Background: an optimization exercise with open tools, aiming at small area and few clock cycles. Do not read the settings as production practice.
The RTL was checked by simulation tests, not by an equivalence proof against the original design.
Power is estimated from default activity; no workload was simulated.

`design/flow/design.v`:
```
module mmu_walk_engine (
    input  wire        clk,
    input  wire        rst,
    input  wire        cmd_valid,
    output wire        cmd_ready,
    input  wire [31:0] cmd_word,
    input  wire [63:0] cmd_a0,
    input  wire [63:0] cmd_a1,
    input  wire [63:0] cmd_a2,
    output wire        mem_req_valid,
    output wire [47:0] mem_req_addr,
    input  wire        mem_rsp_valid,
    input  wire        mem_rsp_fail,
    input  wire [63:0] mem_rsp_data,
    output wire        reg_req_valid,
    output wire [2:0]  reg_req_sel,
    input  wire        reg_rsp_valid,
    input  wire        reg_rsp_fail,
    input  wire [63:0] reg_rsp_data,
    output wire        rec_valid,
    input  wire        rec_ready,
    output wire [3:0]  rec_type,
    output wire [1:0]  rec_level,
    output wire [8:0]  rec_index,
    output wire [47:0] rec_base,
    output wire [47:0] rec_ea,
    output wire [63:0] rec_raw,
    output wire [63:0] rec_desc,
    output wire [63:0] rec_prefix,
    output wire [11:0] rec_info
);
    localparam [3:0] OP_DECOMPOSE = 4'd1, OP_SELROOT = 4'd2, OP_DECODE = 4'd3,
                     OP_WALK = 4'd4, OP_WALKR = 4'd5, OP_WALKPC = 4'd6,
                     OP_ENUM = 4'd7, OP_ENUMT = 4'd8, OP_DESCRIBE = 4'd9;
    localparam [3:0] R_ILLEGAL = 4'd0, W_ENTRY = 4'd1, E_ENTRY = 4'd2,
                     E_UNREAD = 4'd3, E_TABLE_END = 4'd4, R_DECOMP = 4'd8,
                     R_ROOT = 4'd9, R_DESC = 4'd10, R_PERM = 4'd11,
                     R_MAPPED = 4'd12, R_FAULT = 4'd13, R_ABORT = 4'd14,
                     R_ENUM_DONE = 4'd15;
    localparam [1:0] K_INVALID = 2'd0, K_TABLE = 2'd1, K_BLOCK = 2'd2, K_PAGE = 2'd3;
    localparam [3:0] S_IDLE  = 4'd0,
                     S_REQ   = 4'd1,    
                     S_WAIT  = 4'd2,    
                     S_HOLD  = 4'd3,    
                     S_TEND  = 4'd4,    
                     S_ADV   = 4'd5,    
                     S_TERM  = 4'd6,    
                     S_RREQ  = 4'd7,    
                     S_RWAIT = 4'd8,    
                     S_SET   = 4'd9;    
    function [1:0] desc_kind(input [63:0] raw, input [1:0] l);
        if (!raw[0])
            desc_kind = K_INVALID;
        else if (l == 2'd0)
            desc_kind = K_TABLE;
        else if (l == 2'd3)
            desc_kind = K_PAGE;
        else if (raw[1])
            desc_kind = K_TABLE;
        else
            desc_kind = K_BLOCK;
    endfunction
    function [63:0] desc_pack(input [63:0] raw, input [1:0] l);
        reg [1:0] k;
        reg       b1, b2;
        begin
            k  = desc_kind(raw, l);
            b1 = (k == K_BLOCK) && (l == 2'd1);
            b2 = (k == K_BLOCK);
            if (k == K_INVALID)
                desc_pack = 64'd0;
            else
                desc_pack = {6'd0, (l == 2'd0) && !raw[1], k, raw[54:53], 5'd0,
                             raw[47:30], raw[29:21] & {9{!b1}}, raw[20:12] & {9{!b2}},
                             1'b0, raw[10:6], 1'b0, raw[4:2], 1'b0, raw[0]};
        end
    endfunction
    function [11:0] describe(input [63:0] dd);
        describe = {dd[4:2], 1'b0, dd[9:8], dd[10], dd[53], dd[54], 1'b0, dd[7:6]};
    endfunction
    function cmd_legal(input [31:0] w);
        case (w[3:0])
            OP_DECOMPOSE, OP_SELROOT, OP_WALK, OP_WALKR, OP_WALKPC, OP_DESCRIBE:
                cmd_legal = (w[31:4] == 28'd0);
            OP_DECODE:
                cmd_legal = (w[31:6] == 26'd0);
            OP_ENUM, OP_ENUMT:
                cmd_legal = (w[31:18] == 14'd0) && (w[7:6] == 2'd0);
            default:
                cmd_legal = 1'b0;
        endcase
    endfunction
    reg [3:0]   state;
    reg         m_walk;         
    reg         m_enumt;        
    reg [2:0]   ttype;          
    reg [1:0]   lvl;            
    reg [1:0]   slvl;           
    reg [9:0]   cap;
    reg [63:0]  raw_q;          
    reg         fail_q;         
    reg [63:0]  pfx;            
    reg [35:0]  fb0, fb1, fb2, fb3;    
    reg [8:0]   fi0, fi1, fi2, fi3;    
    reg [9:0]   fe0, fe1, fe2, fe3;    
    reg  [35:0] cur_base;
    reg  [8:0]  cur_idx;
    reg  [9:0]  cur_emit;
    always @(*) begin
        case (lvl)
            2'd0:    begin cur_base = fb0; cur_idx = fi0; cur_emit = fe0; end
            2'd1:    begin cur_base = fb1; cur_idx = fi1; cur_emit = fe1; end
            2'd2:    begin cur_base = fb2; cur_idx = fi2; cur_emit = fe2; end
            default: begin cur_base = fb3; cur_idx = fi3; cur_emit = fe3; end
        endcase
    end
    wire        in_wait  = (state == S_WAIT);
    wire        in_hold  = (state == S_HOLD);
    wire        in_adv   = (state == S_ADV);
    wire        in_req   = (state == S_REQ);
    wire        in_tend  = (state == S_TEND);
    wire        in_term  = (state == S_TERM);
    wire        in_rwait = (state == S_RWAIT);
    wire        in_set   = (state == S_SET);
    wire        rs_pc    = slvl[1];
    wire        rs_t1    = slvl[0];
    wire        rsp      = in_wait && mem_rsp_valid;
    wire        quick    = rsp && (mem_rsp_fail || (!m_walk && !mem_rsp_data[0]));
    wire        q_rec    = !m_walk && mem_rsp_fail;            
    wire        fl       = in_wait ? mem_rsp_fail : fail_q;
    wire [1:0]  kind     = desc_kind(raw_q, lvl);
    wire        valid_d  = (kind != K_INVALID);
    wire        is_tab   = (kind == K_TABLE);
    wire        h_go     = in_hold && rec_ready;
    wire        h_tab    = h_go && !fail_q && is_tab;
    wire        blk  = m_walk && (kind == K_BLOCK);
    wire        blk1 = blk && (lvl == 2'd1);
    wire [35:0] nb   = {raw_q[47:30], blk1 ? fi2 : raw_q[29:21], blk ? fi3 : raw_q[20:12]};
    wire        new_ent  = in_hold && !fail_q;                 
    wire [9:0]  emit_a   = cur_emit + {9'd0, new_ent};
    wire        end_exh  = m_enumt || (cur_idx == 9'd511);
    wire        end_cap  = !m_enumt && (emit_a >= cap);
    wire        adv_req  = !end_exh && !end_cap;
    wire        advance  = (quick && !m_walk && (!q_rec || rec_ready)) ||
                           (h_go && !m_walk && !h_tab) || in_adv;
    wire [8:0]  idx_out  = cur_idx + {8'd0, !in_req};
    wire [35:0] path = {fi0 & {9{slvl == 2'd0}},
                        fi1 & {9{slvl <= 2'd1 && lvl >= 2'd1}},
                        fi2 & {9{slvl <= 2'd2 && lvl >= 2'd2}},
                        fi3 & {9{lvl == 2'd3}}};
    wire [63:0] cp = pfx | {16'd0, path, 12'd0};
    assign cmd_ready     = (state == S_IDLE);
    assign mem_req_valid = in_req || (advance && adv_req);
    assign mem_req_addr  = {cur_base, idx_out, 3'b000};
    assign reg_req_valid = (state == S_RREQ) ||
                           (in_rwait && reg_rsp_valid && !reg_rsp_fail && !rs_t1);
    assign reg_req_sel   = in_rwait ? {2'b00, !rs_pc} : {rs_pc, 1'b0, rs_t1};
    assign rec_valid  = (rsp && q_rec) || in_hold || in_tend || in_term;
    assign rec_type   = in_term ? {!(m_walk && m_enumt), ttype} : in_tend ? E_TABLE_END :
                        m_walk ? W_ENTRY : fl ? E_UNREAD : E_ENTRY;
    assign rec_level  = lvl;
    assign rec_index  = cur_idx;
    assign rec_base   = {cur_base, pfx[11:0] & {12{in_term && m_walk}}};
    assign rec_ea     = {cur_base, cur_idx, 3'b000};
    assign rec_raw    = raw_q;
    assign rec_desc   = desc_pack(raw_q, lvl);
    assign rec_prefix = {cp[63:48] | {16{cp[47]}}, cp[47:0]};
    assign rec_info   = in_tend ? {1'b0, !end_exh, cur_emit} :
                        (ttype == R_PERM[2:0]) ? describe(raw_q) :
                        {7'd0, rs_pc, 1'b0, rs_t1,
                         (ttype == R_ABORT[2:0]) ? 2'b11 :
                         (ttype == R_FAULT[2:0]) ? {fail_q, !fail_q} : kind};
    wire [3:0]  op      = cmd_word[3:0];
    wire [1:0]  cmd_lv  = cmd_word[5:4];
    wire        legal   = cmd_legal(cmd_word);
    wire        op_enum = (op == OP_ENUM) || (op == OP_ENUMT);
    wire        op_walk = (op == OP_WALK) || (op == OP_WALKR) || (op == OP_WALKPC);
    wire [63:0] idx_src = op[3] ? cmd_a2 : cmd_a0;
    wire        accept  = (state == S_IDLE) && cmd_valid;
    wire        reg_ok  = in_rwait && reg_rsp_valid && !reg_rsp_fail;
    wire [35:0] fb_d = accept ? (cmd_a0[55] ? cmd_a2[47:12] : cmd_a1[47:12]) :
                       in_rwait ? reg_rsp_data[47:12] : nb;
    wire        fb_root = reg_ok && !rs_pc && (rs_t1 == raw_q[48]);
    wire [1:0]  lvl1    = lvl + 2'd1;
    wire        w_map   = h_go && m_walk && valid_d && !is_tab;  
    wire        w_adv   = advance && adv_req;
    wire        w_pc    = reg_ok && rs_pc;
    wire [35:0] fi_src  = {idx_src[47:39], idx_src[38:30], idx_src[29:21], idx_src[20:12]};
    wire [35:0] fi_pc   = reg_rsp_data[47:12];
    reg  [3:0]  we_fb, we_fi, we_fe, dn;
    integer k;
    always @(*) begin
        for (k = 0; k < 4; k = k + 1) begin
            dn[k]    = h_tab && (lvl1 == k);
            we_fb[k] = (accept && !op_enum && (k == 0)) || (in_set && slvl == k) ||
                       (fb_root && k == 0) || dn[k] || (w_map && lvl == k);
            we_fi[k] = accept || w_pc || ((dn[k] || (in_set && slvl == k)) && !m_enumt && !m_walk) ||
                       (w_adv && lvl == k);
            we_fe[k] = accept || (h_go && !m_walk && (lvl == k || dn[k]));
        end
    end
    wire [8:0]  fi_nx0 = accept ? fi_src[35:27] : w_pc ? fi_pc[35:27] : (w_adv ? idx_out : 9'd0);
    wire [8:0]  fi_nx1 = accept ? fi_src[26:18] : w_pc ? fi_pc[26:18] : (w_adv ? idx_out : 9'd0);
    wire [8:0]  fi_nx2 = accept ? fi_src[17:9]  : w_pc ? fi_pc[17:9]  : (w_adv ? idx_out : 9'd0);
    wire [8:0]  fi_nx3 = accept ? fi_src[8:0]   : w_pc ? fi_pc[8:0]   : (w_adv ? idx_out : 9'd0);
    always @(posedge clk) begin
        if (we_fb[0]) fb0 <= fb_d;
        if (we_fb[1]) fb1 <= fb_d;
        if (we_fb[2]) fb2 <= fb_d;
        if (we_fb[3]) fb3 <= fb_d;
        if (we_fi[0]) fi0 <= fi_nx0;
        if (we_fi[1]) fi1 <= fi_nx1;
        if (we_fi[2]) fi2 <= fi_nx2;
        if (we_fi[3]) fi3 <= fi_nx3;
        if (we_fe[0]) fe0 <= (accept || dn[0]) ? 10'd0 : emit_a;
        if (we_fe[1]) fe1 <= (accept || dn[1]) ? 10'd0 : emit_a;
        if (we_fe[2]) fe2 <= (accept || dn[2]) ? 10'd0 : emit_a;
        if (we_fe[3]) fe3 <= (accept || dn[3]) ? 10'd0 : emit_a;
        if (rsp)
            raw_q <= mem_rsp_data;
        else if (accept)
            raw_q <= {mem_rsp_data[63:55], cmd_a0[54:53], mem_rsp_data[52:49], cmd_a0[55],
                      cmd_a0[47:32], legal ? cmd_a0[31:0] : cmd_word};
        else if (w_pc)
            raw_q[48] <= reg_rsp_data[55];
        if (accept)
            pfx <= {cmd_a1[63:12], op_walk ? cmd_a0[11:0] : cmd_a1[11:0]};
        else if (w_pc)
            pfx[11:0] <= reg_rsp_data[11:0];
        if (rsp)
            fail_q <= mem_rsp_fail;
    end
    always @(posedge clk) begin
        if (rst) begin
            state <= S_IDLE;
        end else begin
            case (state)
                S_IDLE: begin
                    if (cmd_valid) begin
                        cap     <= cmd_word[17:8];
                        slvl    <= (op == OP_WALKPC) ? 2'b10 : cmd_lv;
                        lvl     <= cmd_lv;
                        m_walk  <= op_walk || !legal;
                        m_enumt <= (op == OP_ENUMT) || !legal;
                        ttype   <= {1'b0, legal && ((op == OP_DECODE) || (op == OP_DESCRIBE)),
                                    legal && ((op == OP_SELROOT) || (op == OP_DESCRIBE))};
                        if (!legal) begin
                            state <= S_TERM;
                        end else begin
                            case (op)
                                OP_WALK:   state <= S_REQ;
                                OP_WALKR,
                                OP_WALKPC: state <= S_RREQ;
                                OP_ENUM,
                                OP_ENUMT:  state <= S_SET;
                                default:   state <= S_TERM;
                            endcase
                        end
                    end
                end
                S_SET: state <= (!m_enumt && cap == 10'd0) ? S_TEND : S_REQ;
                S_RREQ: state <= S_RWAIT;
                S_RWAIT: begin
                    if (reg_rsp_valid) begin
                        if (reg_rsp_fail) begin
                            ttype <= R_ABORT[2:0];
                            state <= S_TERM;
                        end else begin
                            slvl  <= {1'b0, !rs_pc};
                            if (rs_t1)
                                state <= S_REQ;
                        end
                    end
                end
                S_REQ: state <= S_WAIT;
                S_WAIT: begin
                    if (mem_rsp_valid) begin
                        if (m_walk && mem_rsp_fail) begin
                            ttype <= R_FAULT[2:0];
                            state <= S_TERM;
                        end else if (!quick || (q_rec && !rec_ready)) begin
                            state <= S_HOLD;
                        end
                    end
                end
                S_HOLD: begin
                    if (rec_ready) begin
                        if (!fail_q && is_tab) begin
                            lvl   <= lvl1;
                            state <= S_REQ;
                        end else if (m_walk) begin
                            ttype <= valid_d ? R_MAPPED[2:0] : R_FAULT[2:0];
                            state <= S_TERM;
                        end
                    end
                end
                S_TEND: begin
                    if (rec_ready) begin
                        if (lvl == slvl) begin
                            ttype <= R_ENUM_DONE[2:0];
                            state <= S_TERM;
                        end else begin
                            lvl   <= lvl - 2'd1;
                            state <= S_ADV;
                        end
                    end
                end
                S_TERM: begin
                    if (rec_ready)
                        state <= S_IDLE;
                end
                default: ;
            endcase
            if (advance) begin
                if (adv_req) begin
                    state <= S_WAIT;
                end else begin
                    state <= S_TEND;
                end
            end
        end
    end
endmodule
```
`design/flow/flow/run.sh`:
```
#!/bin/bash
# Layout flow: the standard ORFS flow with two changes:
#  - the port buffers that global placement inserts on every input and output
#    are the smallest buffer cell (sky130_fd_sc_hd__buf_1);
#  - clock tree synthesis clusters the flip-flops in larger groups and inserts
#    no dummy load cells.
# The full output of the flow goes to flow_standard.log in this folder.
set -euo pipefail
bash standard.sh \
  "BUFFER_PORTS_ARGS=-buffer_cell sky130_fd_sc_hd__buf_1" \
  "CTS_ARGS=-sink_clustering_enable -repair_clock_nets -dont_use_dummy_load -sink_clustering_size 20 -sink_clustering_max_diameter 100 -buf_list sky130_fd_sc_hd__clkbuf_16" \
  finish > flow_standard.log 2>&1
```
`design/flow/standard.sh`:
```
#!/bin/bash
# synth_recipe.tcl (not shown) runs the flow's synth.tcl, then flattens the netlist and writes it again
# the make line also repeats each setting of config.mk as NAME=value (left out here)
make -C /OpenROAD-flow-scripts/flow DESIGN_CONFIG=/design/flow/config.mk WORK_HOME=/design/flow/orfs CLKGATE_MAP_FILE= SYNTH_SCRIPT=/design/flow/synth_recipe.tcl "${@:-finish}"
```
`design/flow/config.mk`:
```
export PLATFORM = sky130hd
export DESIGN_NAME = mmu_walk_engine
export DESIGN_NICKNAME = mmu_walk_engine
export VERILOG_FILES = /design/flow/design.v
export SDC_FILE = /design/flow/constraint.sdc
export NUM_CORES = 4
export LEC_CHECK = 0
export CAP_MARGIN = 5
export CORE_MARGIN = 2
export CORE_UTILIZATION = 40
export PLACE_DENSITY = 0.75
export SLEW_MARGIN = 5
```
`design/flow/constraint.sdc`:
```
create_clock -name core_clock -period 10.0 [get_ports {clk}]
set_input_delay 2.0000 -clock core_clock [delete_from_list [all_inputs] [get_ports {clk}]]
set_output_delay 2.0000 -clock core_clock [all_outputs]
set_load 0.01 [all_outputs]
```
==> results.cfg, run 1 <==
[synthesis]
synth_top_area_share = 0.5550
syn-cell-area_um2 = 19910
synth_warnings = 1
yosys-top-cells-area = edfxtp_1 55%, buf_4 5.9%, mux2i_1 5.2%
synthesis.instances = 1816
synth.distinct_cells = 64
ys_seq_area_frac = 0.5590
ys_seq_elements = 372
postSynth.asyncResetShare = 0
yosys.area.top_type = edfxtp_1
synth_ff_type = edfxtp_1
avgSynthCellArea_um2 = 10.96
synth_edf_count = 368

[power]
leakagePower_uw = 0.007882
p_per_area_nw_per_um2 = 256.4
ir_drop_mv = 0.1391

[sta]
slew_violations = 0
max-slew-margin-rel = 0.1843
finalHoldViolCount = 0
setup_viol = 0
post-route-period-util = 0.7739
clock_skew_ns = 0.07106
fmax_mhz = 129.2
whs_ns = 0.8016
worstMarginPinSlew_ns = 1.224
finalSetupTns_ns = 0
rsz0062_at_grt = false
fin_crit_ns = 7.739

[clock_tree]
cts_made_buffers = 24
ctsHoldBuffers = 0
ctsLongestPathBuffers = 3
clkSinkCount = 372
cts.repair.resized = 0
clk_latency_ns = 0.59
clk_pin_slew_ns = 0.09
cts_tree = built
cts_setup_buffers = 0
htree_levels = 1
clock-root-buffer = clkbuf_16

[floorplanning]
coreArea_um2 = 49050
pin_count = 730
start_util = 0.4059
die_h_um = 227.1
rows = 81
die_area_um2 = 51580
fp.dieW_um = 227.1

[global_routing]
grt_max_degree = 70
grt_pass1_wl_mm = 110.2
antenna_found_initial = 15
globalRouteTotalUtil = 0.3016
grt_pass1_vias = 15750
grt_remaining_overflow = 0

[status]
status = no timing/DRC/antenna violations

[setup_path]
worst_ep_arrival_time_ns = 5.74
crit_path_end = mem_req_valid
critPathRequiredTime_ns = 8.00
cp_max_fo = 37
cp-start-kind = register
reg2regPathDepth = 16
criticalPathCategory = register to primary output
rrSetupSlack_ns = 3.99
r2r-end = fi1[8]
worst_r2r_startpoint = lvl[0]
cp-startpoint = lvl[0]
end_kind = primary output

[routing]
ant_nets = 0
first_iter_violations = 2000
drc = 0
wl_per_cell_um = 27.71
vias = 16980
via_per_inst = 5.778
finalWirelength_mm = 81.41
firstDrtPassIters = 6

[min_path]
min_path_type = register to register

[place]
port_buffers = 652
place_congestion = 0.9229
dpl.hpwl_mm = 60.08

[finish]
fill_cells = 4647
post-route-util = 0.4587
syn_to_final_growth_pct = 13.00
layout-drive-gt1-share = 0.03444
fin_nets = 2647

[job]
cap_violations = 0
## logic make-up after synthesis
group	share of synthesized area
AND/OR/NAND/NOR	0.1287
multiplexers	0.05178
XOR/XNOR	0.008797
AO/OA/AOI/OAI	0.1501
other	0.0001883
adder cells (fa/ha/maj)	0.01257
flip-flops	0.5590
buffers and inverters	0.08885
## worst min path at each step
stage	from	to	slack (ns)	cells after the start
after global routing	lvl[0]	lvl[0]	0.84	1
after detailed placement	lvl[0]	lvl[0]	0.78	1
after global placement	lvl[0]	lvl[0]	0.77	1
after CTS	lvl[0]	lvl[0]	0.79	1
after floorplan	lvl[0]	lvl[0]	0.74	1
final	lvl[0]	lvl[0]	0.80	1
## cell usage in the layout (no fill, tap or decap), types with 20 or more instances in the layout
cell type / Yosys / final
o21ai_0: 69 / 69
a21o_1: 41 / 38
mux2i_1: 103 / 103
a21oi_1: 117 / 116
buf_4: 156 / 25
conb_1: 1 / 21
and2_1: 64 / 63
edfxtp_1: 368 / 368
a22oi_1: 38 / 38
nor2b_1: 40 / 40
o211ai_1: 20 / 20
a211oi_1: 22 / 22
a222oi_1: 55 / 55
a31oi_1: 24 / 24
nor2_1: 137 / 137
clkbuf_16: 0 / 24
inv_1: 35 / 33
nand2_1: 232 / 229
nand2b_1: 24 / 24
buf_1: 9 / 650
## registers in the layout, summed over array words and instances, names as in the netlist, 10 cells and up
name,cells
pfx,64
raw_q,64
fb0,36
fb1,36
fb2,36
fb3,36
cap,10
fe0,10
fe1,10
fe2,10
fe3,10
## through the flow
step	cell area (um^2)	setup WS (ns)	total power [uW]	instances
after detailed placement	21880	2.879	4831	2905
final	22500	2.261	5770	2938
after global placement	21880	2.899	4786	2905
after global routing	22500	1.842	6044	2938
after floorplan	19990	3.939	3953	1836
after CTS	22480	2.264	5765	2929
## metal layers
metal	global-route usage	vias up	wire length, um
met1	0.3867	8239	31020
met4	0.1368	6	4011
li1	-	7400	-
met5	0	-	27
met2	0.4892	1159	38120
met3	0.06660	172	8225
## power breakdown
group	switching, uW	internal [uW]
logic	1690	666
clock network	518	425
registers	226	2240
total	2440	3330
## Yosys cell counts (24+ instances only)
| cell type | instances |
|---|---|
| nor2_1 | 137 |
| o21ai_0 | 69 |
| a31oi_1 | 24 |
| nand2b_1 | 24 |
| mux2i_1 | 103 |
| clkbuf_1 | 90 |
| nand2_1 | 232 |
| a222oi_1 | 55 |
| edfxtp_1 | 368 |
| a21o_1 | 41 |
| inv_1 | 35 |
| buf_4 | 156 |
| nor2b_1 | 40 |
| a21oi_1 | 117 |
| a22oi_1 | 38 |
| and2_1 | 64 |
## cell type report
class | instances | area (um^2) | area share
flip-flops and latches | 372 | 11130 | 0.4947
inverters | 36 | 142.6 | 0.006339
well taps | 664 | 830.8 | 0.03692
repair buffers | 677 | 2640 | 0.1173
clock buffers | 24 | 600.6 | 0.02669
diodes | 9 | 22.52 | 0.001001
multi-input cells | 1156 | 7133 | 0.3170
## critical path, cell delays in order, from the launching register on
cell       delay [ns]
edfxtp_1         0.54
inv_1            0.20
ha_2             0.92
a222oi_1         0.16
a21oi_1          0.33
ha_1             0.22
and2_1           0.17
nand2_1          0.08
xor2_1           0.38
inv_1            0.09
ha_1             0.22
a2111oi_0        0.45
nor3_1           0.14
o31ai_1          0.19
and4_1           0.73
nand2b_1         0.19
buf_1            0.16
Testbench counts, summed over its fixed seeds: cycles 186,347.
==> inputs of run 2 (changes only) <==
--- a/design/flow/config.mk
+++ b/design/flow/config.mk
@@ -10,3 +10,3 @@
 export CORE_UTILIZATION = 40
-export PLACE_DENSITY = 0.75
+export PLACE_DENSITY = 0.6
 export SLEW_MARGIN = 5
==> run 2 against run 1 <==
Still clean on timing, DRC and antenna. Setup slack improved by 0.26 ns. Sequential share of layout area barely moved. Design area barely moved. Area after synthesis did not move. First-iteration DRC count fell by 11%. Final cell count rose by 0.20%. Utilization barely moved. Critical path type unchanged. Largest cell class unchanged.
==> results.cfg, run 2 <==
[status]
status = no timing/DRC/antenna violations

[clock_tree]
clk_latency_ns = 0.57
htree_levels = 1
clkSinkCount = 372
cts_made_buffers = 22
cts_setup_buffers = 0
ctsHoldBuffers = 0
cts.repair.resized = 0
clock-root-buffer = clkbuf_16
cts_tree = built
ctsLongestPathBuffers = 3
clk_pin_slew_ns = 0.09

[finish]
register_area_um2 = 11130
fill_cells = 4686
fin_nets = 2650
final_cell_mix = 650 x buf_1, 368 x edfxtp_1, 229 x nand2_1, 137 x nor2_1, 117 x a21oi_1
final-instance-count-excl-fill = 2944
reg.largest.list = pfx (64), raw_q (64)
layout_commonest_cell = buf_1
multi_input_area_um2 = 7139
layout-drive-gt1-share = 0.03527
syn_to_final_growth_pct = 13.01

[power]
p_per_area_nw_per_um2 = 254.5
internal_power_uw = 3304
power_frac_comb = 0.415
p_seq_frac = 0.427
finalPower_uw = 5727
swShare = 0.4231
leakagePower_uw = 0.007883
ir_drop_mv = 0.1324
pwr-share-clk = 0.158
power.switching_uw = 2424

[floorplanning]
pin_count = 730
start_util = 0.4059
fp.dieW_um = 227.1
rows = 81
coreArea_um2 = 49050
die_area_um2 = 51580
die_h_um = 227.1

[sta]
setup_viol = 0
clock_skew_ns = 0.04048
post-route-period-util = 0.7482
layout_setup_ws_ns = 2.518
finalSetupTns_ns = 0
rsz0062_at_grt = false
fin_crit_ns = 7.482
whs_ns = 0.8357
slew_violations = 0
max-slew-margin-rel = 0.1315
fmax_mhz = 133.7
worstMarginPinSlew_ns = 1.270
finalHoldViolCount = 0

[synthesis]
synth.distinct_cells = 64
synthXorXnorAreaFrac = 0.008797
synth_common_cells = 368 x edfxtp_1, 232 x nand2_1, 156 x buf_4, 137 x nor2_1, 117 x a21oi_1
ys_seq_elements = 372
synth-simple-area-share = 0.1287
yosys-mux-area-fraction = 0.05178
syn-cell-area_um2 = 19910
synthesis.instances = 1816
synth_compound_area_frac = 0.1501
avgSynthCellArea_um2 = 10.96
yosys-top-cells-area = edfxtp_1 55%, buf_4 5.9%, mux2i_1 5.2%
synth_edf_count = 368
yosys.area.top_type = edfxtp_1
postSynth.asyncResetShare = 0
synth_top_family_by_area = compound AO/OA/AOI/OAI gates
synthAdderAreaFrac = 0.01257
synth.most_common_cell = edfxtp_1
synth_ff_type = edfxtp_1
synth_warnings = 1
ys_seq_area_frac = 0.5590
synth_top_area_share = 0.5550

[routing]
wl_per_cell_um = 27.25
vias = 16740
via_per_inst = 5.686
ant_nets = 0
first_iter_violations = 1771
firstDrtPassIters = 8
finalWirelength_mm = 80.23
drc = 0

[job]
cap_violations = 0

[setup_path]
criticalPathCategory = register to primary output
cp-start-kind = register
r2r-end = fi1[8]
worst_ep_arrival_time_ns = 5.48
rrSetupSlack_ns = 4.28
reg2regPathDepth = 15
worst_r2r_startpoint = lvl[0]
end_kind = primary output
critPathRequiredTime_ns = 8.00
cp_max_fo = 58

[place]
dpl.hpwl_mm = 58.93
place_congestion = 0.9124
port_buffers = 652
place_ws_ns = 3.114
post-place-cells = 2910

[min_path]
holdPathStages = 2
hold_path_end = fb1[20]
worstHoldStart = raw_q[32]
min_path_type = register to register

[global_routing]
grt_pass1_wl_mm = 108.9
grt_remaining_overflow = 0
globalRouteTotalUtil = 0.2968
grt_max_degree = 92
grt_pass1_vias = 15590
antenna_found_initial = 16
run 2: layout make-up:
class | count | share of cell area
inverters | 36 | 0.006339
diodes | 12 | 0.001335
clock buffers | 22 | 0.02447
flip-flops and latches | 372 | 0.4947
well taps | 664 | 0.03692
repair buffers | 682 | 0.1190
multi-input cells | 1156 | 0.3173
run 2: power groups by stage:
stage | registers (uW) | logic, uW | clock network, uW
4_1_cts | 2440 | 2370 | 918
3_3_place_gp | 2470 | 2350 | 0
3_5_place_dp | 2470 | 2370 | 0
6_report | 2450 | 2380 | 902
2_1_floorplan | 2410 | 1540 | 0
5_1_grt | 2470 | 2570 | 959
run 2: cell families (layout without fill, tap and decap cells):
logic type	after synthesis	after routing
AOI/OAI and AO/OA	436	436
xor gates and xnor gates	20	20
adders and majority gates	20	20
buffers and inverters	308	740
DFF	372	372
muxes	103	103
other	1	33
and+or+nand+nor	556	556
run 2: worst max-delay path by stage:
| stage | from | to | slack (ns) |
|---|---|---|---|
| 2_1_floorplan | lvl[0] | mem_req_valid | 3.94 |
| 3_3_place_gp | lvl[0] | mem_req_valid | 3.15 |
| 3_5_place_dp | lvl[0] | mem_req_valid | 3.11 |
| 4_1_cts | lvl[0] | mem_req_valid | 2.53 |
| 5_1_grt | lvl[0] | mem_req_valid | 2.21 |
| 6_report | lvl[0] | mem_req_valid | 2.52 |
run 2: layer usage:
| metal | track usage | share of wire | vias up |
|---|---|---|---|
| met3 | 0.06195 | 0.091 | 104 |
| met5 | 0 | 0.00016 | - |
| met2 | 0.4851 | 0.47 | 917 |
| li1 | - | - | 7414 |
| met4 | 0.1120 | 0.034 | 2 |
| met1 | 0.3888 | 0.40 | 8304 |
run 2: per-stage QoR:
stage	instance area, um^2	util
2_1_floorplan	19990	-
3_3_place_gp	21920	0.4469
3_5_place_dp	21920	0.4469
4_1_cts	22470	0.4581
5_1_grt	22500	0.4587
6_report	22500	0.4587
run 2: worst max-delay path, cell delays in order, from the launching register on:
cell and delay [ns]:
edfxtp_1 0.58, ha_1 0.25, clkinv_2 0.69, nor2_1 0.29
a21oi_1 0.10, ha_1 0.28, ha_1 0.24, xnor2_1 0.47
inv_1 0.11, ha_1 0.22, a2111oi_0 0.35, nor3_1 0.13
o31ai_1 0.18, and4_1 0.70, nand2b_1 0.19, buf_1 0.15
==> inputs of run 3 (changes only) <==
--- a/design/flow/flow/run.sh
+++ b/design/flow/flow/run.sh
@@ -10,3 +10,3 @@
   "BUFFER_PORTS_ARGS=-buffer_cell sky130_fd_sc_hd__buf_1" \
-  "CTS_ARGS=-sink_clustering_enable -repair_clock_nets -dont_use_dummy_load -sink_clustering_size 20 -sink_clustering_max_diameter 100 -buf_list sky130_fd_sc_hd__clkbuf_16" \
+  "CTS_ARGS=-sink_clustering_enable -repair_clock_nets -dont_use_dummy_load -sink_clustering_size 25 -sink_clustering_max_diameter 140 -buf_list sky130_fd_sc_hd__clkbuf_16" \
   finish > flow_standard.log 2>&1
==> run 3 against run 2 <==
Clock power is 9.9% lower. Wire length is 0.38% lower. Critical path depth stayed put. Die area stayed put. Worst hold slack better by 0.0066 ns. Synthesized cell count stayed put. Highest routed layer unchanged. Count of clock-buffer cells in the layout is 4 lower. Power is 1.6% lower. Via count hardly changed. Critical endpoint unchanged. Still clean on timing, DRC and antenna. Largest power group unchanged. Combinational power hardly changed.
==> results.cfg, run 3 <==
[status]
status = no timing/DRC/antenna violations

[global_routing]
grt_remaining_overflow = 0
globalRouteTotalUtil = 0.2953
grt_pass1_wl_mm = 108.5
grt_max_degree = 92
grt_pass1_vias = 15550
antenna_found_initial = 16

[clock_tree]
clk_pin_slew_ns = 0.11
cts_made_buffers = 18
clock-root-buffer = clkbuf_16
ctsHoldBuffers = 0
cts.repair.resized = 0
clk_latency_ns = 0.54
htree_levels = 1
ctsLongestPathBuffers = 3
cts_tree = built
clkSinkCount = 372
cts_setup_buffers = 0

[floorplanning]
rows = 81
die_area_um2 = 51580
die_h_um = 227.1
pin_count = 730
fp.dieW_um = 227.1
start_util = 0.4059
coreArea_um2 = 49050

[sta]
clock_skew_ns = 0.02005
finalHoldViolCount = 0
fmax_mhz = 133.2
setup_viol = 0
finalSetupTns_ns = 0
whs_ns = 0.8423
worstMarginPinSlew_ns = 1.261
slew_violations = 0
max-slew-margin-rel = 0.1378
post-route-period-util = 0.7508
rsz0062_at_grt = false
fin_crit_ns = 7.508

[synthesis]
yosys-top-cells-area = edfxtp_1 55%, buf_4 5.9%, mux2i_1 5.2%
synth.most_common_cell = edfxtp_1
synth.distinct_cells = 64
postSynth.asyncResetShare = 0
synth_warnings = 1
synth_top_area_share = 0.5550
ys_seq_area_frac = 0.5590
avgSynthCellArea_um2 = 10.96
syn-cell-area_um2 = 19910
synth_ff_type = edfxtp_1
synth_edf_count = 368
synth_common_cells = 368 x edfxtp_1, 232 x nand2_1, 156 x buf_4, 137 x nor2_1, 117 x a21oi_1
yosys.area.top_type = edfxtp_1
synthesis.instances = 1816
ys_seq_elements = 372

[finish]
final_cell_area_um2 = 22400
reg.largest.list = pfx (64), raw_q (64)
multi_input_area_um2 = 7139
final_cell_mix = 650 x buf_1, 368 x edfxtp_1, 229 x nand2_1, 137 x nor2_1, 117 x a21oi_1
fill_cells = 4690
fin_nets = 2646
layout_commonest_cell = buf_1
post-route-util = 0.4567
syn_to_final_growth_pct = 12.52
final-instance-count-excl-fill = 2941
layout-drive-gt1-share = 0.03357
register_area_um2 = 11130

[min_path]
min_path_type = register to register

[setup_path]
cp-start-kind = register
criticalPathCategory = register to primary output
cp_max_fo = 58
slowest_stage = a21oi_1
critPathRequiredTime_ns = 8.00
crit_buf_inv = 3
worst_ep_arrival_time_ns = 5.51
slowest_delay_ns = 0.71
cp_top_family = simple AND/OR/NAND/NOR gates
crit_chain = ha_1, clkinv_2, a21oi_1, and2_1, nand3_1, nor2_1, xnor2_1, inv_1, ha_1, a21o_1, a21o_1, a21oi_1, and4_1, nand2b_1, buf_1
end_kind = primary output
rrSetupSlack_ns = 4.24

[routing]
first_iter_violations = 1794
finalWirelength_mm = 79.93
wl_per_cell_um = 27.18
via_per_inst = 5.690
vias = 16740
ant_nets = 0
firstDrtPassIters = 9
drc = 0

[job]
cap_violations = 0

[place]
post-place-cells = 2910
dpl_cell_area_um2 = 21920
dpl.hpwl_mm = 58.93
place_congestion = 0.9124
port_buffers = 652

[power]
ir_drop_mv = 0.1635
p_per_area_nw_per_um2 = 251.6
leakagePower_uw = 0.007834
==> run 3: changes by cell type in the layout (fill, tap and decap cells not counted) <==
cell       delta
diode_2       +1
clkbuf_16     -4
==> run 3: final cells by class <==
| type | count | area share |
|---|---|---|
| Antenna cell | 13 | 0.001452 |
| Clock buffer | 18 | 0.02010 |
| Inverter | 36 | 0.006367 |
| Multi-Input combinational cell | 1156 | 0.3187 |
| Sequential cell | 372 | 0.4968 |
| Tap cell | 664 | 0.03708 |
| Timing Repair Buffer | 682 | 0.1195 |
==> run 3: metrics by stage <==
stage          power [uW]  setup slack, ns
3_5_place_dp         4840            3.114
3_3_place_gp         4812            3.145
2_1_floorplan        3953            3.939
6_report             5638            2.492
4_1_cts              5645            2.530
5_1_grt              5911            2.214
==> run 3: worst paths after layout <==
| check | start | to | depth (start not counted) |
|---|---|---|---|
| worst max-delay path | lvl[0] | mem_req_valid | 15 |
| worst min-delay path | raw_q[34] | fb0[22] | 2 |
| worst max register to register | lvl[0] | fi1[8] | 15 |
| worst min register to register | raw_q[34] | fb0[22] | 2 |
==> run 3: per-layer routing <==
metal | global-route usage | part of all wire | wire length, um
met5 | 0 | 0.00016 | 13
met4 | 0.1145 | 0.035 | 2832
met3 | 0.06053 | 0.090 | 7212
met2 | 0.4869 | 0.48 | 38090
met1 | 0.3825 | 0.40 | 31780
==> run 3: cell families after synthesis <==
group / synth area share
and+or+nand+nor: 0.1287
AOI/OAI and AO/OA: 0.1501
DFF: 0.5590
buffers and inverters: 0.08885
muxes: 0.05178
adders and majority gates: 0.01257
xor gates and xnor gates: 0.008797
other: 0.0001883
==> run 3: where the power goes <==
part / switching [uW] / internal [uW] / total, uW
Combinational: 1700 / 673 / 2380
Clock: 487 / 326 / 813
Sequential: 210 / 2240 / 2450
==> run 3: worst min-delay path, delay by kind of cell, from the launching register on <==
family	cells	cell delay (ns)
flops	1	0.43
compound gates	1	0.16
simple gates	1	0.08
==> inputs of run 4 (changes only) <==
--- a/design/flow/flow/run.sh
+++ b/design/flow/flow/run.sh
@@ -10,3 +10,3 @@
   "BUFFER_PORTS_ARGS=-buffer_cell sky130_fd_sc_hd__buf_1" \
-  "CTS_ARGS=-sink_clustering_enable -repair_clock_nets -dont_use_dummy_load -sink_clustering_size 25 -sink_clustering_max_diameter 140 -buf_list sky130_fd_sc_hd__clkbuf_16" \
+  "CTS_ARGS=-sink_clustering_enable -repair_clock_nets -dont_use_dummy_load -sink_clustering_size 30 -sink_clustering_max_diameter 120 -buf_list sky130_fd_sc_hd__clkbuf_16" \
   finish > flow_standard.log 2>&1
==> run 4 against run 3 <==
Flip-flop and latch count is the same. Design area down 0.23%. Final cell count decreased by 0.10%. Combinational power about the same. Critical endpoint unchanged.
==> results.cfg, run 4 <==
[status]
status = no timing/DRC/antenna violations

[sta]
post-route-period-util = 0.7498
setup_viol = 0
worstMarginPinSlew_ns = 1.220
max-slew-margin-rel = 0.1654
fmax_mhz = 133.4
rsz0062_at_grt = false
clock_skew_ns = 0.04167
layout_setup_ws_ns = 2.502
slew_violations = 0
fin_crit_ns = 7.498
finalHoldViolCount = 0
finalSetupTns_ns = 0

[clock_tree]
cts_setup_buffers = 0
ctsLongestPathBuffers = 3
clock-root-buffer = clkbuf_16
htree_levels = 1
cts.repair.resized = 0
cts_tree = built
clk_latency_ns = 0.54
ctsHoldBuffers = 0
clk_pin_slew_ns = 0.12
cts_made_buffers = 16
clkSinkCount = 372

[floorplanning]
coreArea_um2 = 49050
rows = 81
die_h_um = 227.1
fp.dieW_um = 227.1
die_area_um2 = 51580
start_util = 0.4059
pin_count = 730

[routing]
wl_per_cell_um = 27.22
finalWirelength_mm = 79.99
drc = 0
ant_nets = 0
via_per_inst = 5.680
first_iter_violations = 1843
firstDrtPassIters = 7
vias = 16690

[synthesis]
syn-cell-area_um2 = 19910
synth.most_common_cell = edfxtp_1
synth_warnings = 1
yosys.area.top_type = edfxtp_1
synth_ff_type = edfxtp_1
yosys-top-cells-area = edfxtp_1 55%, buf_4 5.9%, mux2i_1 5.2%
synth_edf_count = 368
avgSynthCellArea_um2 = 10.96
ys_seq_area_frac = 0.5590
synthesis.instances = 1816
synth_top_area_share = 0.5550
synth.distinct_cells = 64
ys_seq_elements = 372
postSynth.asyncResetShare = 0
synth_common_cells = 368 x edfxtp_1, 232 x nand2_1, 156 x buf_4, 137 x nor2_1, 117 x a21oi_1

[power]
ir_drop_mv = 0.1596
finalPower_uw = 5599
leakagePower_uw = 0.007809
p_per_area_nw_per_um2 = 250.5

[min_path]
holdPathStages = 2
min_path_type = register to register
worstHoldStart = raw_q[33]
hold_path_end = fb1[21]

[finish]
fill_cells = 4688
layout_commonest_cell = buf_1
reg.largest.list = pfx (64), raw_q (64)
layout-drive-gt1-share = 0.03271
fin_nets = 2644
final_cell_mix = 650 x buf_1, 368 x edfxtp_1, 229 x nand2_1, 137 x nor2_1, 117 x a21oi_1
syn_to_final_growth_pct = 12.25

[setup_path]
rrSetupSlack_ns = 4.25
end_kind = primary output
r2r-end = fi1[8]
critPathRequiredTime_ns = 8.00
criticalPathCategory = register to primary output
cp-start-kind = register
cp_max_fo = 58
reg2regPathDepth = 15
worst_r2r_startpoint = lvl[0]
worst_ep_arrival_time_ns = 5.50

[global_routing]
globalRouteTotalUtil = 0.2962
antenna_found_initial = 17
grt_max_degree = 92
grt_remaining_overflow = 0
grt_pass1_wl_mm = 108.7
grt_pass1_vias = 15430

[place]
dpl.hpwl_mm = 58.93
place_congestion = 0.9124
place_ws_ns = 3.114
port_buffers = 652

[job]
cap_violations = 0
## run 4: worst max-delay path: stages, from the launching register on
cell,delay (ns)
edfxtp_1,0.59
ha_1,0.25
clkinv_2,0.69
a21oi_1,0.72
and2_1,0.24
nand3_1,0.15
nor2_1,0.17
xnor2_1,0.25
inv_1,0.10
ha_1,0.31
a21o_1,0.16
a21o_1,0.16
a21oi_1,0.13
and4_1,0.68
nand2b_1,0.19
buf_1,0.15
## run 4: final cells by class
class,instances,area (um^2),share of cell area
well taps,664,830.8,0.03717
inverters,36,142.6,0.006382
multi-input cells,1156,7139,0.3194
flip-flops and latches,372,11130,0.4980
repair buffers,682,2678,0.1198
diodes,12,30.03,0.001343
clock buffers,16,400.4,0.01791
## run 4: stage by stage
stage | util | cell area, um^2 | hold WS (ns) | cells
2_1_floorplan | - | 19990 | 0.7394 | 1836
3_3_place_gp | 0.4469 | 21920 | 0.7880 | 2910
3_5_place_dp | 0.4469 | 21920 | 0.8198 | 2910
4_1_cts | 0.4551 | 22320 | 0.8384 | 2926
5_1_grt | 0.4556 | 22350 | 0.8720 | 2937
6_report | 0.4557 | 22350 | 0.8435 | 2938
## run 4: routing by layer
layer  vias to the layer above  share of wire  GRT usage
met5                         -        0.00016          0
li1                       7399              -          -
met2                       956           0.48     0.4867
met4                         2          0.033     0.1033
met1                      8230           0.39     0.3869
met3                       102          0.098    0.06505
## run 4: cells by family after synthesis
family	Yosys count	share of synthesized area
xor+xnor	20	0.008797
simple gates	556	0.1287
flops	372	0.5590
compound gates	436	0.1501
buf+inv	308	0.08885
other cells	1	0.0001883
fa+ha+maj	20	0.01257
mux	103	0.05178
## run 4: worst max path at each step
| stage | slack, ns | endpoint | startpoint | cells after the start |
|---|---|---|---|---|
| floorplan | 3.94 | mem_req_valid | lvl[0] | 19 |
| global placement | 3.15 | mem_req_valid | lvl[0] | 15 |
| detailed placement | 3.11 | mem_req_valid | lvl[0] | 15 |
| CTS | 2.51 | mem_req_valid | lvl[0] | 15 |
| global route | 2.18 | mem_req_valid | lvl[0] | 15 |
| finish | 2.50 | mem_req_valid | lvl[0] | 15 |
## run 4: power breakdown
part	total, uW	switching (uW)	leakage [uW]	internal [uW]
sequential	2450	209	0.00344	2240
clock	781	488	0.000197	293
combinational	2370	1700	0.00417	673
total	5600	2400	0.00781	3200
==> inputs of run 5 (changes only) <==
--- a/design/flow/flow/run.sh
+++ b/design/flow/flow/run.sh
@@ -10,3 +10,3 @@
   "BUFFER_PORTS_ARGS=-buffer_cell sky130_fd_sc_hd__buf_1" \
-  "CTS_ARGS=-sink_clustering_enable -repair_clock_nets -dont_use_dummy_load -sink_clustering_size 30 -sink_clustering_max_diameter 120 -buf_list sky130_fd_sc_hd__clkbuf_16" \
+  "CTS_ARGS=-sink_clustering_enable -repair_clock_nets -dont_use_dummy_load -sink_clustering_size 25 -sink_clustering_max_diameter 110 -buf_list sky130_fd_sc_hd__clkbuf_16" \
   finish > flow_standard.log 2>&1
==> run 5 against run 4 <==
Sequential power hardly changed. Fmax is 0.38% higher. Via count is 0.21% higher. Setup slack better by 0.028 ns. Count of clock-buffer cells in the layout is 3 higher. Worst hold slack worse by 0.0074 ns. Still clean on timing, DRC and antenna. Power is 0.92% higher.
==> results.cfg, run 5 <==
[status]
status = no timing/DRC/antenna violations

[global_routing]
grt_max_degree = 92
globalRouteTotalUtil = 0.2947
antenna_found_initial = 16
grt_remaining_overflow = 0
grt_pass1_wl_mm = 108.4
grt_pass1_vias = 15460

[synthesis]
synth_edf_count = 368
synthesis.instances = 1816
synth_top_area_share = 0.5550
ys_seq_area_frac = 0.5590
yosys-top-cells-area = edfxtp_1 55%, buf_4 5.9%, mux2i_1 5.2%
syn-cell-area_um2 = 19910
avgSynthCellArea_um2 = 10.96
synth_ff_type = edfxtp_1
ys_seq_elements = 372
yosys.area.top_type = edfxtp_1
synth_common_cells = 368 x edfxtp_1, 232 x nand2_1, 156 x buf_4, 137 x nor2_1, 117 x a21oi_1
synth_warnings = 1
synth.distinct_cells = 64
synth.most_common_cell = edfxtp_1
postSynth.asyncResetShare = 0

[sta]
rsz0062_at_grt = false
finalSetupTns_ns = 0
clock_skew_ns = 0.04442
setup_viol = 0
fin_crit_ns = 7.470
max-slew-margin-rel = 0.1521
whs_ns = 0.8361
slew_violations = 0
fmax_mhz = 133.9
worstMarginPinSlew_ns = 1.240
post-route-period-util = 0.7470
layout_setup_ws_ns = 2.530
finalHoldViolCount = 0

[place]
place_congestion = 0.9124
dpl.hpwl_mm = 58.93
place_ws_ns = 3.114
port_buffers = 652

[setup_path]
cp-start-kind = register
cp_max_fo = 58
slowest_delay_ns = 0.72
worst_ep_arrival_time_ns = 5.47
critPathRequiredTime_ns = 8.00
cp-startpoint = lvl[0]
criticalPathCategory = register to primary output
worst_r2r_startpoint = lvl[0]
crit_chain = ha_1, clkinv_2, a21oi_1, and2_1, nand3_1, nor2_1, xnor2_1, inv_1, ha_1, a21o_1, a21o_1, a21oi_1, and4_1, nand2b_1, buf_1
slowest_stage = a21oi_1
reg2regPathDepth = 15
end_kind = primary output

[min_path]
holdPathStages = 2
worstHoldStart = raw_q[33]
min_path_type = register to register

[power]
ir_drop_mv = 0.1623
p_per_area_nw_per_um2 = 252.0
leakagePower_uw = 0.007846
finalPower_uw = 5650

[routing]
via_per_inst = 5.688
firstDrtPassIters = 10
vias = 16720
drc = 0
ant_nets = 0
first_iter_violations = 1740
wl_per_cell_um = 27.07
finalWirelength_mm = 79.59

[finish]
post-route-util = 0.4571
syn_to_final_growth_pct = 12.62
final_cell_mix = 650 x buf_1, 368 x edfxtp_1, 229 x nand2_1, 137 x nor2_1, 117 x a21oi_1
layout_commonest_cell = buf_1
fin_nets = 2647
reg.largest.list = pfx (64), raw_q (64)
layout-drive-gt1-share = 0.03400

[job]
cap_violations = 0

[clock_tree]
clock-root-buffer = clkbuf_16
clk_latency_ns = 0.54
clkSinkCount = 372
htree_levels = 1
cts_setup_buffers = 0
ctsHoldBuffers = 0
cts.repair.resized = 0
clk_pin_slew_ns = 0.10
ctsLongestPathBuffers = 3
cts_made_buffers = 19
cts_tree = built

[floorplanning]
rows = 81
die_h_um = 227.1
die_area_um2 = 51580
fp.dieW_um = 227.1
pin_count = 730
coreArea_um2 = 49050
start_util = 0.4059
run 5: cell counts after synthesis:
Identical to the previous run, type by type.
run 5: final timing paths:
check,endpoint,slack (ns)
setup / recovery,mem_req_valid,2.53
hold / removal,fb0[21],0.84
setup reg to reg,fi1[8],4.25
hold reg to reg,fb0[21],0.84
run 5: worst max-delay path, delay by kind of cell (launching register included):
family                     cells  cell delay [ns]
and+or+nand+nor                5             1.44
AOI/OAI and AO/OA              4             1.17
buffers and inverters          3             0.94
DFF                            1             0.57
adders and majority gates      2             0.56
xor gates and xnor gates       1             0.25
run 5: cells by family (layout without fill, tap and decap cells):
group | Yosys count | after routing | share of synthesized area
simple gates | 556 | 556 | 0.1287
compound gates | 436 | 436 | 0.1501
flops | 372 | 372 | 0.5590
buf+inv | 308 | 737 | 0.08885
mux | 103 | 103 | 0.05178
fa+ha+maj | 20 | 20 | 0.01257
xor+xnor | 20 | 20 | 0.008797
other cells | 1 | 32 | 0.0001883
run 5: area by class of cell:
cell class	instances	area (um^2)
repair buffers	682	2678
multi-input cells	1156	7139
flip-flops and latches	372	11130
clock buffers	19	475.5
well taps	664	830.8
inverters	36	142.6
diodes	11	27.53
fillers	4678	26630
run 5: routing by layer:
| metal | up-vias | track usage | part of all wire |
|---|---|---|---|
| li1 | 7388 | - | - |
| met1 | 8231 | 0.3839 | 0.39 |
| met5 | - | 0 | 0.00013 |
| met4 | 2 | 0.1183 | 0.038 |
| met2 | 988 | 0.4808 | 0.47 |
| met3 | 115 | 0.06144 | 0.094 |
run 5: power by group:
| part | total, uW | switching (uW) | internal, uW |
|---|---|---|---|
| Clock | 830 | 488 | 342 |
| Combinational | 2370 | 1700 | 673 |
| Sequential | 2450 | 210 | 2240 |
run 5: stage by stage:
step	area [um^2]	cells
3_3_place_gp	21920	2910
3_5_place_dp	21920	2910
4_1_cts	22400	2929
5_1_grt	22420	2940
2_1_floorplan	19990	1836
6_report	22420	2940
==> inputs of run 6 (changes only) <==
==> design/flow/run.sh (new file) <==
#!/bin/bash
# synth_recipe.tcl (not shown) runs the flow's synth.tcl, then flattens the netlist and writes it again
# the make line also repeats each setting of config.mk as NAME=value (left out here)
make -C /OpenROAD-flow-scripts/flow DESIGN_CONFIG=/design/flow/config.mk WORK_HOME=/design/flow/orfs CLKGATE_MAP_FILE= SYNTH_SCRIPT=/design/flow/synth_recipe.tcl finish
--- a/design/flow/config.mk
+++ b/design/flow/config.mk
@@ -7,3 +7,3 @@
 export LEC_CHECK = 0
-export CAP_MARGIN = 5
+export CAP_MARGIN = 20
 export CORE_MARGIN = 2
@@ -11,2 +11,2 @@
 export PLACE_DENSITY = 0.6
-export SLEW_MARGIN = 5
+export SLEW_MARGIN = 20
removed: design/flow/flow/run.sh
removed: design/flow/standard.sh
==> run 6 against run 5 <==
Via count barely moved. Power rose by 23%. Utilization rose by 9.8 points. Largest cell class unchanged. Die area did not move. Area after synthesis did not move. Clock power rose by 77%. Combinational power rose by 27%. Critical path depth rose by 1. Setup slack got worse by 0.80 ns. Fmax fell by 9.7%. First-iteration DRC count fell by 7.0%.
==> results.cfg, run 6 <==
[place]
place_ws_ns = 2.384
dpl.hpwl_mm = 61.19
place_congestion = 0.8827
dpl_cell_area_um2 = 25970
port_buffers = 652

[sta]
finalSetupTns_ns = 0
fin_crit_ns = 8.270
whs_ns = 0.7160
max-slew-margin-rel = 0.2340
post-route-period-util = 0.8270
setup_viol = 0
fmax_mhz = 120.9
slew_violations = 0
finalHoldViolCount = 0
worstMarginPinSlew_ns = 1.145
clock_skew_ns = 0.01842
rsz0062_at_grt = false
layout_setup_ws_ns = 1.730

[setup_path]
cp-startpoint = lvl[0]
cp-start-kind = register
worst_r2r_startpoint = lvl[0]
cp_max_fo = 47
rrSetupSlack_ns = 3.80
worst_ep_arrival_time_ns = 6.27
critPathRequiredTime_ns = 8.00
cp_top_family = buffers and inverters
cpMostUsedCell = ha_1
slowest_delay_ns = 0.68
criticalPathCategory = register to primary output
end_kind = primary output
crit_chain = ha_1, buf_4, clkinv_2, a21oi_1, ha_1, and2_1, nand2_1, xor2_1, inv_1, ha_1, a2111oi_0, nor3_1, o31ai_1, and4_1, nand2b_1, clkdlybuf4s50_1
crit_buf_inv = 4
slowest_stage = and4_1

[synthesis]
synth.most_common_cell = edfxtp_1
postSynth.asyncResetShare = 0
yosys-top-cells-area = edfxtp_1 55%, buf_4 5.9%, mux2i_1 5.2%
synth_edf_count = 368
synth.distinct_cells = 64
synth_top_area_share = 0.5550
synth_ff_type = edfxtp_1
yosys.area.top_type = edfxtp_1
avgSynthCellArea_um2 = 10.96
ys_seq_elements = 372
synthesis.instances = 1816
syn-cell-area_um2 = 19910
ys_seq_area_frac = 0.5590
synth_warnings = 1
synth_common_cells = 368 x edfxtp_1, 232 x nand2_1, 156 x buf_4, 137 x nor2_1, 117 x a21oi_1

[floorplanning]
die_area_um2 = 51580
rows = 81
pin_count = 730
coreArea_um2 = 49050
die_h_um = 227.1
fp.dieW_um = 227.1
start_util = 0.4059

[global_routing]
grt_pass1_vias = 16140
globalRouteTotalUtil = 0.3121
grt_max_degree = 83
grt_pass1_wl_mm = 114.9
antenna_found_initial = 8
grt_remaining_overflow = 0

[job]
cap_violations = 0

[finish]
fill_cells = 4385
layout_commonest_cell = clkdlybuf4s50_1
reg.largest.list = pfx (64), raw_q (64)
layout-drive-gt1-share = 0.04830
syn_to_final_growth_pct = 36.85
final_cell_area_um2 = 27250
fin_nets = 2669
final_cell_mix = 650 x clkdlybuf4s50_1, 368 x edfxtp_1, 229 x nand2_1, 136 x nor2_1, 117 x a21oi_1

[routing]
dr_wl_met3_mm = 6.985
drc = 0
firstDrtPassIters = 6
top_layer = met5
via_per_inst = 5.596
first_iter_violations = 1618
dr_wl_met2_mm = 40.25
ant_nets = 0
vias = 16720
wl_met1_mm = 33.58
finalWirelength_mm = 83.39
wl_per_cell_um = 27.92

[clock_tree]
cts_made_buffers = 43
cts_tree = built
cts.repair.resized = 0
cts_setup_buffers = 0
clock-root-buffer = clkbuf_16
ctsHoldBuffers = 0
clk_latency_ns = 0.58
htree_levels = 2
clkSinkCount = 372
clk_pin_slew_ns = 0.06
ctsLongestPathBuffers = 3

[power]
p_per_area_nw_per_um2 = 254.6
leakagePower_uw = 0.009964
ir_drop_mv = 0.1286
finalPower_uw = 6937

[status]
status = no timing/DRC/antenna violations

[min_path]
min_path_type = register to register
worstHoldStart = state[2]
## run 6: worst paths after layout
path	endpoint	depth (start not counted)
max	mem_req_valid	16
min	state[3]	3
max reg2reg	fi1[8]	16
min reg2reg	state[3]	3
## run 6: cell families (layout without fill, tap and decap cells)
family,Yosys count,in the layout,share of synthesized area
other,1,25,0.0001883
adders and majority gates,20,20,0.01257
muxes,103,103,0.05178
buffers and inverters,308,791,0.08885
xor gates and xnor gates,20,20,0.008797
DFF,372,372,0.5590
AOI/OAI and AO/OA,436,436,0.1501
and+or+nand+nor,556,556,0.1287
## run 6: where the power goes
part | switching [uW] | internal, uW
logic | 1720 | 1290
clock network | 657 | 816
registers | 207 | 2240
## run 6: cell type report
type	count	area, um^2	share of cell area
Inverter	36	142.6	0.005234
Clock buffer	51	1106	0.04059
Timing Repair Buffer	680	6729	0.2469
Tap cell	664	830.8	0.03049
Multi-Input combinational cell	1156	7143	0.2621
Clock inverter	24	157.7	0.005785
Antenna cell	4	10.01	0.0003673
Sequential cell	372	11130	0.4085
## run 6: tightest hold or removal path, cell delays in order, from the launching register on
cell      delay, ns
dfxtp_1        0.30
buf_4          0.20
o211ai_1       0.10
a21oi_1        0.07
## run 6: metrics by stage
stage / cells / utilization
2_1_floorplan: 1836 / -
3_3_place_gp: 2908 / 0.5295
3_5_place_dp: 2908 / 0.5295
4_1_cts: 2983 / 0.5552
5_1_grt: 2984 / 0.5554
6_report: 2987 / 0.5555
## run 6: metal layers
| layer | vias up | global-route usage |
|---|---|---|
| met4 | 6 | 0.1069 |
| li1 | 7503 | - |
| met3 | 101 | 0.06247 |
| met2 | 880 | 0.5214 |
| met5 | - | 0 |
| met1 | 8226 | 0.4051 |

[afterwards: timing with drivers on the ports]
How much do the figures lean on ideal ports? The routed layouts below were timed once more, with nothing changed but the port constraints. Step 1 (the two cells are an assumption about what drives the block):
set clk [get_ports {clk}]
set_driving_cell -lib_cell sky130_fd_sc_hd__clkbuf_16 $clk
set_driving_cell -lib_cell sky130_fd_sc_hd__buf_2 [delete_from_list [all_inputs] $clk]
Step 2 moves the port delays by t, midway between the first and last clock arrival at a register: inputs arrive t later, outputs are due t later. That takes back most of the time a late clock gives input paths. Slacks: ideal ports / drivers / drivers and shift; pairs: ideal ports / drivers.
run	t (ns)	slack for setup (ns)	worst hold slack (ns)	worst setup path after step 2
run 1	0.609	2.261 / 2.202 / 2.812	0.802 / 0.802 / 0.802	register to output
run 2	0.595	2.518 / 2.467 / 3.062	0.836 / 0.836 / 0.836	register to output
run 3	0.577	2.492 / 2.440 / 3.017	0.842 / 0.842 / 0.842	register to output
run 4	0.568	2.502 / 2.452 / 3.020	0.843 / 0.843 / 0.843	register to output
run 5	0.571	2.530 / 2.478 / 3.049	0.836 / 0.836 / 0.836	register to output
run 6	0.620	1.730 / 1.678 / 2.298	0.716 / 0.716 / 0.716	register to output
After both steps every run listed still meets setup and hold.
